Background: an optimization exercise with open tools, aiming at small area. Do not read the settings as production practice. Function was checked by simulation only, so behaviour that the tests miss may differ from the original. The clock port is modelled as an ideal driver, which makes a skipped or thinned clock tree look cheaper than it is; a real chip needs a root buffer or a tree. Power is estimated from default activity; no workload was simulated.

## px4led
module px4led (
    input  wire clk,
    input  wire rst_n,
    input  wire scl_i,
    input  wire sda_i,
    output wire sda_oe_o,
    input  wire tick_i,
    input  wire pwm_tick_i,
    output wire pwm_r_o,
    output wire pwm_g_o,
    output wire pwm_b_o,
    output wire hb_o
);
Size: ~340 cells after synthesis, roughly 11 I/O pins.
export LEC_CHECK = 0
export CAP_MARGIN = 20
export CORE_MARGIN = 2
export CORE_UTILIZATION = 65
export PLACE_DENSITY = 0.8
export SLEW_MARGIN = 20
create_clock -name core_clock -period 10.0 [get_ports {clk}]
standard.sh (not shown) runs the stock make flow with config.mk's settings and CLKGATE_MAP_FILE= SYNTH_SCRIPT=/design/flow/synth_recipe.tcl, a recipe that flattens the netlist after the stock synthesis.
==> flow/flow/run.sh <==
#!/bin/bash
# Layout flow: the standard layout (standard.sh) with these changes.
#  * Ports are buffered with sky130_fd_sc_hd__buf_1.
#  * The clock tree is built by flow/cts_tree.tcl in place of TritonCTS: a
#    root clock buffer and CTS_TREE_LEAVES leaf buffers, each driving a
#    cluster of registers.
# Each step's full output goes to a log file in this folder; ORFS's own
# per-step logs are under orfs/logs/.
set -euo pipefail
W=$(pwd)

# synthesis script: synth_recipe.tcl sourcing a copy of ORFS's synth.tcl in
# which only the ABC script argument is replaced
sed "s|^  log_cmd abc {\*}\$abc_args|  lset abc_args 1 $W/flow/abc_area.script\n  log_cmd abc {*}\$abc_args|" \
    "$FLOW_HOME/scripts/synth.tcl" > "$W/synth_body_area.tcl"
grep -q "lset abc_args 1" "$W/synth_body_area.tcl"
sed "s|\$::env(SCRIPTS_DIR)/synth.tcl|$W/synth_body_area.tcl|" synth_recipe.tcl > "$W/synth_area.tcl"
grep -q "synth_body_area.tcl" "$W/synth_area.tcl"
sed "s|SYNTH_SCRIPT=[^ ]*|SYNTH_SCRIPT=$W/synth_area.tcl ADDER_MAP_FILE=|" standard.sh > "$W/standard_area.sh"
grep -q "synth_area.tcl ADDER_MAP_FILE=" "$W/standard_area.sh"

bash "$W/standard_area.sh" synth > "$W/synth.log" 2>&1

export PRE_CTS_TCL="$W/flow/cts_tree.tcl"
export CTS_TREE_PORT=clk
export CTS_TREE_ROOT=sky130_fd_sc_hd__clkbuf_8
export CTS_TREE_LEAF=sky130_fd_sc_hd__clkbuf_8
export CTS_TREE_LEAVES=6
export BUFFER_PORTS_ARGS="-buffer_cell sky130_fd_sc_hd__buf_1"
bash standard.sh > "$W/layout.log" 2>&1
==> flow/flow/cts_tree.tcl <==
# Sourced by ORFS's cts.tcl (PRE_CTS_TCL) before its clock_tree_synthesis call,
# which it replaces with a two-level clock tree: the clock port drives one root
# clock buffer, which drives CTS_TREE_LEAVES leaf clock buffers, each driving
# one cluster of register clock pins (k-means clusters of the placed
# registers, the leaf buffer at the cluster's centre). Every register sees the
# same two buffers from the clock port. The rest of cts.tcl (legalisation,
# timing repair) runs unchanged.
rename clock_tree_synthesis orfs_clock_tree_synthesis

proc clock_tree_synthesis {args} {
  set root_cell $::env(CTS_TREE_ROOT)
  set leaf_cell $::env(CTS_TREE_LEAF)
  set K $::env(CTS_TREE_LEAVES)
  set block [ord::get_db_block]
  set dbu [$block getDbUnitsPerMicron]
  set clk_net [$block findNet [get_full_name [get_ports $::env(CTS_TREE_PORT)]]]
  set pts {}
  foreach it [$clk_net getITerms] {
    set box [[$it getInst] getBBox]
    lappend pts [list [expr {([$box xMin] + [$box xMax]) / 2.0 / $dbu}] \
                      [expr {([$box yMin] + [$box yMax]) / 2.0 / $dbu}] \
                      [$it getName]]
  }
  set n [llength $pts]
  # start from K sinks spread along x, then Lloyd iterations
  set sorted [lsort -real -index 0 $pts]
  set cs {}
  for {set k 0} {$k < $K} {incr k} {
    set p [lindex $sorted [expr {int(($k + 0.5) * $n / $K)}]]
    lappend cs [list [lindex $p 0] [lindex $p 1]]
  }
  for {set iter 0} {$iter < 100} {incr iter} {
    set asg {}
    foreach p $pts {
      set best 0
      set bd 1e18
      for {set k 0} {$k < $K} {incr k} {
        set c [lindex $cs $k]
        set d [expr {abs([lindex $p 0] - [lindex $c 0]) + abs([lindex $p 1] - [lindex $c 1])}]
        if {$d < $bd} { set bd $d; set best $k }
      }
      lappend asg $best
    }
    set ncs {}
    for {set k 0} {$k < $K} {incr k} {
      set sx 0.0
      set sy 0.0
      set m 0
      foreach p $pts a $asg {
        if {$a == $k} {
          set sx [expr {$sx + [lindex $p 0]}]
          set sy [expr {$sy + [lindex $p 1]}]
          incr m
        }
      }
      if {$m > 0} { lappend ncs [list [expr {$sx / $m}] [expr {$sy / $m}]] } else { lappend ncs [lindex $cs $k] }
    }
    set cs $ncs
  }
  set rx 0.0
  set ry 0.0
  set used 0
  for {set k 0} {$k < $K} {incr k} {
    set pins {}
    foreach p $pts a $asg { if {$a == $k} { lappend pins [get_pins [lindex $p 2]] } }
    if {[llength $pins] == 0} { continue }
    set c [lindex $cs $k]
    set rx [expr {$rx + [lindex $c 0]}]
    set ry [expr {$ry + [lindex $c 1]}]
    incr used
    puts "clock tree leaf $k: [llength $pins] sinks, buffer at $c"
    insert_buffer -buffer_cell $leaf_cell -net [$clk_net getName] -load_pins $pins \
      -location $c -buffer_name clkbuf_1_${k}_clk -net_name clknet_1_${k}_clk
  }
  set rx [expr {$rx / $used}]
  set ry [expr {$ry / $used}]
  puts "clock tree root at ($rx, $ry), $used leaves, $n sinks"
  insert_buffer -buffer_cell $root_cell -net [$clk_net getName] -location [list $rx $ry] \
    -buffer_name clkbuf_0_clk -net_name clknet_0_clk
  # every net from the clock port to the registers is a clock net
  set todo [list $clk_net]
  while {[llength $todo]} {
    set net [lindex $todo 0]
    set todo [lrange $todo 1 end]
    $net setSigType CLOCK
    foreach it [$net getITerms] {
      set inst [$it getInst]
      if {[$it isInputSignal] && [string match "*clkbuf*" [[$inst getMaster] getName]]} {
        foreach o [$inst getITerms] {
          if {[$o isOutputSignal] && [$o getNet] ne "NULL"} { lappend todo [$o getNet] }
        }
      }
    }
  }
  set_propagated_clock [all_clocks]
}
Other scripts of this flow, unchanged in this note and not shown: flow/flow/abc_area.script
The baseline passed the timing, DRC and antenna checks.
Edit:
--- a/flow/flow/run.sh
+++ b/flow/flow/run.sh
@@ -25,3 +25,3 @@
 export CTS_TREE_PORT=clk
-export CTS_TREE_ROOT=sky130_fd_sc_hd__clkbuf_8
+export CTS_TREE_ROOT=sky130_fd_sc_hd__clkbuf_4
 export CTS_TREE_LEAF=sky130_fd_sc_hd__clkbuf_8
Result: The changed run ran to the end with no violations; wire length is higher slightly; first-iteration DRC count increases by roughly a tenth; clock skew is about the same; setup slack degrades by 0.033 ns; via count increases slightly; worst hold slack hardly moves; total power falls slightly; core utilization decreases by 0.11 points; sequential power barely changes; global-route usage stays flat.
No run of this note takes its clock network from TritonCTS; it comes from the design's own scripts or RTL.

* * *

## run 1
px4led, a different RTL version from the one above (not shown whole).
Size: ~94 flip-flops, ~11 I/O pins, ~3800 µm² of cells after synthesis.
==> flow/design.v (excerpt) <==
module px4led (
    input  wire clk,
    input  wire rst_n,
    input  wire scl_i,
    input  wire sda_i,
    output wire sda_oe_o,
    input  wire tick_i,
    input  wire pwm_tick_i,
    output wire pwm_r_o,
    output wire pwm_g_o,
    output wire pwm_b_o,
    output wire hb_o
);
Settings: LEC_CHECK=0, CAP_MARGIN=20, CORE_MARGIN=2, CORE_UTILIZATION=40, SLEW_MARGIN=20; clock period 10.0 ns.
==> flow/flow/run.sh <==
#!/bin/bash
# Layout flow: the standard layout (standard.sh) with these changes.
#  * Ports are buffered with sky130_fd_sc_hd__buf_1.
#  * Clock tree synthesis adds no dummy loads.
# Each step's full output goes to a log file in this folder; ORFS's own
# per-step logs are under orfs/logs/.
set -euo pipefail
W=$(pwd)

# synthesis script: synth_recipe.tcl sourcing a copy of ORFS's synth.tcl in
# which only the ABC script argument is replaced
sed "s|^  log_cmd abc {\*}\$abc_args|  lset abc_args 1 $W/flow/abc_area.script\n  log_cmd abc {*}\$abc_args|" \
    "$FLOW_HOME/scripts/synth.tcl" > "$W/synth_body_area.tcl"
grep -q "lset abc_args 1" "$W/synth_body_area.tcl"
sed "s|\$::env(SCRIPTS_DIR)/synth.tcl|$W/synth_body_area.tcl|" synth_recipe.tcl > "$W/synth_area.tcl"
grep -q "synth_body_area.tcl" "$W/synth_area.tcl"
sed "s|SYNTH_SCRIPT=[^ ]*|SYNTH_SCRIPT=$W/synth_area.tcl ADDER_MAP_FILE=|" standard.sh > "$W/standard_area.sh"
grep -q "synth_area.tcl ADDER_MAP_FILE=" "$W/standard_area.sh"

bash "$W/standard_area.sh" synth > "$W/synth.log" 2>&1

export CTS_ARGS="-sink_clustering_enable -repair_clock_nets -dont_use_dummy_load"
export BUFFER_PORTS_ARGS="-buffer_cell sky130_fd_sc_hd__buf_1"
bash standard.sh > "$W/layout.log" 2>&1
==> flow/flow/abc_area.script <==
&get -n
&st
&dch
&nf -R 1000
&put
topo
Changes in run 2 relative to run 1:
-- flow/flow/run.sh --
<<< run 1, line 3
#  * Ports are buffered with sky130_fd_sc_hd__buf_1.
#  * Clock tree synthesis adds no dummy loads.
# Each step's full output goes to a log file in this folder; ORFS's own
# per-step logs are under orfs/logs/.
>>> run 2, line 3
#  * Ports are buffered with sky130_fd_sc_hd__buf_1.
#  * Clock tree synthesis adds no dummy loads.
#  * Gates off the critical paths are downsized after global routing.
# Each step's full output goes to a log file in this folder; ORFS's own
# per-step logs are under orfs/logs/.
<<< run 1, line 22
export CTS_ARGS="-sink_clustering_enable -repair_clock_nets -dont_use_dummy_load"
export BUFFER_PORTS_ARGS="-buffer_cell sky130_fd_sc_hd__buf_1"
bash standard.sh > "$W/layout.log" 2>&1
>>> run 2, line 23
export CTS_ARGS="-sink_clustering_enable -repair_clock_nets -dont_use_dummy_load"
export BUFFER_PORTS_ARGS="-buffer_cell sky130_fd_sc_hd__buf_1"
export RECOVER_POWER=100
bash standard.sh > "$W/layout.log" 2>&1
Notes after the runs:
- Run 2 vs run 1 — max-slew violation count rose 16.
- The number of buffer and inverter stages on the critical path in run 2 was higher than what run 1 gave.
- Complete run, failing final checks: run 2, reason max-capacitance violations, max-slew violations.
- Run 1 has completed all stages; timing, DRC and antenna checks passed.
- Looking at worst-path cell with the longest stage delay, the sky130_fd_sc_hd__clkinv_1 result is from run 2; the sky130_fd_sc_hd__dfxtp_1 one comes from run 1.
- Run 1 → run 2: sequential share of layout area increased by 0.25 points relative to the old numbers, worst setup slack fell 0.28 ns, summed instance area of the synthesized netlist shows no meaningful change, post-cts sizing count roughly the same, utilization shows a reduction of 0.20 points.
- | total internal power | run 2 vs run 1 | ≈ equal |
- Comparing run 1 and run 2, power in combinational cells is lower on run 2.
- Final wirelength was lower in the run labelled run 2.
For run 3, these inputs were changed with respect to run 2:
-- flow/flow/run.sh --
<<< run 2, line 3
#  * Ports are buffered with sky130_fd_sc_hd__buf_1.
#  * Clock tree synthesis adds no dummy loads.
#  * Gates off the critical paths are downsized after global routing.
# Each step's full output goes to a log file in this folder; ORFS's own
# per-step logs are under orfs/logs/.
>>> run 3, line 3
#  * Ports are buffered with sky130_fd_sc_hd__buf_1.
#  * Clock tree synthesis adds no dummy loads.
# Each step's full output goes to a log file in this folder; ORFS's own
# per-step logs are under orfs/logs/.
<<< run 2, line 23
export CTS_ARGS="-sink_clustering_enable -repair_clock_nets -dont_use_dummy_load"
export BUFFER_PORTS_ARGS="-buffer_cell sky130_fd_sc_hd__buf_1"
export RECOVER_POWER=100
bash standard.sh > "$W/layout.log" 2>&1
>>> run 3, line 22
export CTS_ARGS="-sink_clustering_enable -repair_clock_nets -dont_use_dummy_load"
export BUFFER_PORTS_ARGS="-buffer_cell sky130_fd_sc_hd__buf_1"
bash standard.sh > "$W/layout.log" 2>&1
==> flow/flow/abc_area.script <==
&get -n
&st
&deepsyn -T 20
&dch
&nf -R 1000
&put
topo
Findings:
Run 3 was carried through to the last stage, and its layout satisfied the timing, DRC and antenna checks.
Run 3 vs run 2, cell at the slowest stage of the critical path: sky130_fd_sc_hd__dfxtp_1 vs sky130_fd_sc_hd__clkinv_1
Looking at fmax across run 3 and run 2, the one that comes out higher is run 3.
Min sequential share of layout area across run 3 and run 2: run 2
Against run 2, run 3 comes in 0.27 points higher on multiplexer share of the synthesized area.
Run 3 against run 2: number of library cell types mapped by synthesis down 7.5%; share of the synthesized netlist area taken by xor and xnor gates about even; global-route total usage across every layer down 0.28 points.
From run 2 to run 3 the numbers moved as follows: wire length of the first global-routing pass has decreased, portion of the post-synthesis area used by sequential elements higher, via count shows a reduction of about 5%, final core utilization went up.

* * *

## oak
Another version of the RTL of px4led (not shown whole).
For scale: roughly 430 cells after synthesis, ~94 flip-flops, about 0.0043 mm² of cells after synthesis.
clock: 10.0 ns
lec_check: 0
cap_margin: 20
core_margin: 2
core_utilization: 55
place_density: 0.75
slew_margin: 20
==> flow/flow/run.sh <==
#!/bin/bash
# Standard layout with two changes: smaller port buffers and no CTS dummy loads.
set -euo pipefail
export CTS_ARGS="-sink_clustering_enable -repair_clock_nets -dont_use_dummy_load"
export BUFFER_PORTS_ARGS="-buffer_cell sky130_fd_sc_hd__buf_1"
bash standard.sh > standard_flow.log 2>&1
Input changes introduced in pine (baseline for comparison: oak):
==> flow/flow/run.sh <==
#!/bin/bash
# The standard layout (the standard.sh) with two changes:
#  * ports are buffered with sky130_fd_sc_hd__buf_1;
#  * the clock tree is a single clock buffer driving every register
#    (flow/cts_single.tcl replaces TritonCTS inside ORFS's cts step).
set -euo pipefail
here=$(pwd)
export BUFFER_PORTS_ARGS="-buffer_cell sky130_fd_sc_hd__buf_1"
export PRE_CTS_TCL="$here/flow/cts_single.tcl"
export CTS_BUF_CELL_SINGLE="${CTS_BUF_CELL_SINGLE:-sky130_fd_sc_hd__clkbuf_16}"
bash standard.sh > standard_flow.log 2>&1
==> flow/flow/cts_single.tcl (new file) <==
# Sourced by ORFS's cts.tcl before clock_tree_synthesis: replaces it with a
# one-buffer clock tree. The clock port drives one clock buffer, placed at the
# centre of the registers, which drives every register clock pin.
rename clock_tree_synthesis orfs_clock_tree_synthesis
proc clock_tree_synthesis {args} {
  set block [ord::get_db_block]
  set clk_port [lindex [get_ports clk] 0]
  set net [$block findNet [get_full_name $clk_port]]
  set sx 0.0; set sy 0.0; set n 0
  foreach it [$net getITerms] {
    set inst [$it getInst]
    set box [$inst getBBox]
    set sx [expr {$sx + ([$box xMin] + [$box xMax]) / 2.0}]
    set sy [expr {$sy + ([$box yMin] + [$box yMax]) / 2.0}]
    incr n
  }
  set dbu [$block getDbUnitsPerMicron]
  set x [expr {$sx / $n / $dbu}]
  set y [expr {$sy / $n / $dbu}]
  puts "single-buffer clock tree: $n sinks, buffer at ($x, $y)"
  insert_buffer -buffer_cell $::env(CTS_BUF_CELL_SINGLE) -net [$net getName] \
    -location [list $x $y] -buffer_name clkbuf_0_clk -net_name clknet_0_clk
  set cnet [$block findNet clknet_0_clk]
  $cnet setSigType CLOCK
  $net setSigType CLOCK
  set_propagated_clock [all_clocks]
}
--- a/flow/config.mk
+++ b/flow/config.mk
@@ -8,5 +8,4 @@
 export CAP_MARGIN = 20
 export CORE_MARGIN = 2
-export CORE_UTILIZATION = 55
-export PLACE_DENSITY = 0.75
+export CORE_UTILIZATION = 40
 export SLEW_MARGIN = 20
[summary]
Summary across oak and pine: the single failing run is pine.
pine did not finish; a tool error ended it in clock tree synthesis.
Reported for oak and pine, count of cell types in the netlist turned out identical to the last digit.
Row count, oak and pine: lower on oak
Summary of pine over oak: synthesized area saw little to no change, fraction of synthesized cell area in xor and xnor cells saw little to no change.
On minimum setup slack after placement, the higher figure sits with oak, not pine.
Between pine and oak, it is pine whose starting density of the core is lower, by 15 points.
When pine is set beside oak, its HPWL reported at the end of detailed placement turns out to be about 3.7% larger.
oak → pine: post-synthesis async set-or-reset flop share held; number of placed cells counting well taps went up about 6.6%.
Comparing oak and pine, the lower area after detailed placement is on oak.
## Diff of input files: birch against pine
==> flow/flow/run.sh <==
#!/bin/bash
# Standard layout with two changes: smaller port buffers and no CTS dummy loads.
set -euo pipefail
export CTS_ARGS="-sink_clustering_enable -repair_clock_nets -dont_use_dummy_load"
export BUFFER_PORTS_ARGS="-buffer_cell sky130_fd_sc_hd__buf_1"
bash standard.sh > standard_flow.log 2>&1
--- a/flow/config.mk
+++ b/flow/config.mk
@@ -8,4 +8,5 @@
 export CAP_MARGIN = 20
 export CORE_MARGIN = 2
-export CORE_UTILIZATION = 40
+export CORE_UTILIZATION = 70
+export PLACE_DENSITY = 0.85
 export SLEW_MARGIN = 20
removed: flow/flow/cts_single.tcl
==> comparison <==
birch | status: complete | timing, DRC, antenna: pass. birch has count of standard-cell rows below what pine had. Diff pine -> birch | floorplan die height | decrease of about 24%. Between birch and pine, the synthesized cell count figures differ only marginally. Measured against each other, birch and pine differ in global placement routability congestion, the higher figure coming from pine. Against pine as the reference, birch delivers a lower standard cell area after detailed placement. Going from pine to birch, horizontal extent of the die shrinks by about 24%.
[inputs] maple vs birch
==> flow/run.sh (new file) <==
#!/bin/bash
# synth_recipe.tcl (not shown) runs the flow's synth.tcl, then flattens the netlist and writes it again
# the make line also repeats each setting of config.mk as NAME=value (left out here)
make -C /OpenROAD-flow-scripts/flow DESIGN_CONFIG=/design/flow/config.mk WORK_HOME=/design/flow/orfs CLKGATE_MAP_FILE= SYNTH_SCRIPT=/design/flow/synth_recipe.tcl finish
--- a/flow/config.mk
+++ b/flow/config.mk
@@ -8,5 +8,7 @@
 export CAP_MARGIN = 20
 export CORE_MARGIN = 2
-export CORE_UTILIZATION = 70
-export PLACE_DENSITY = 0.85
+export CORE_UTILIZATION = 40
+export CTS_BUF_LIST = sky130_fd_sc_hd__clkbuf_8
+export CTS_CLUSTER_DIAMETER = 500
+export CTS_CLUSTER_SIZE = 100
 export SLEW_MARGIN = 20
removed: flow/flow/run.sh
removed: flow/standard.sh
==> comparison <==
Delta (maple minus birch): tap cell instance count moved up, highest attainable clock frequency saw a decrease, combined global-route utilization of all metal layers shrank by 10 points, antenna cell count did not really move.
maple reports a lower setup slack at placement than birch does.
Diff birch -> maple: reported combinational group power increased about 4%; clock period minus worst slack increased 0.44 ns; number of standard cells in the final layout excluding fillers increased 68.
maple ended with more global-route wire length before repair than birch.
Run comparison: birch startpoint of the worst setup timing path st[0]; maple startpoint of the worst setup timing path st[2]
In the final reports, the cell area of maple is larger than that of birch.
Compared with birch, maple shows a higher area growth from synthesis to final layout.

## static timing again, ports no longer ideal
Ports are ideal in the flow. The routed layouts listed here were re-timed in OpenROAD. Step 1 sets driving cells, clkbuf_16 on the clock port and buf_2 on the other inputs (assumed; they add their load-dependent delay and slew). Step 2 times the ports against the registers' clock, not the clock port: input delays grow and output delays shrink by t, the midpoint of the rising clock arrivals with the driver on. Slacks: ideal ports / drivers / drivers and shift; pairs: ideal ports / drivers.
run | shift t [ns] | setup slack, ns | hold WS [ns] | worst setup path at the end | clock arrival spread, ns
the first run of note 1 | 0.357 | 6.473 / 6.473 / 6.391 | 0.417 / 0.417 / 0.417 | input to register | 0.031 / 0.030
the second run of note 1 | 0.422 | 6.440 / 6.440 / 6.373 | 0.417 / 0.417 / 0.417 | input to register | 0.032 / 0.032
run 1 | 0.364 | 6.485 / 6.454 / 6.471 | 0.413 / 0.413 / 0.413 | input to register | 0.027 / 0.027
run 2 | 0.364 | 6.207 / 6.216 / 5.852 | 0.413 / 0.413 / 0.413 | input to register | 0.027 / 0.028
run 3 | 0.361 | 6.563 / 6.536 / 6.242 | 0.408 / 0.408 / 0.408 | input to register | 0.026 / 0.026
oak | 0.372 | 6.617 / 6.587 / 6.446 | 0.414 / 0.414 / 0.414 | input to register | 0.027 / 0.027
birch | 0.369 | 6.617 / 6.589 / 6.482 | 0.430 / 0.430 / 0.430 | input to register | 0.021 / 0.022
maple | 0.371 | 6.173 / 6.140 / 6.140 | 0.423 / 0.423 / 0.423 | input to register | 0.015 / 0.015
The setup slack of run 2, which loses most, moves by +0.009 ns with the drivers and by -0.355 ns with both steps.
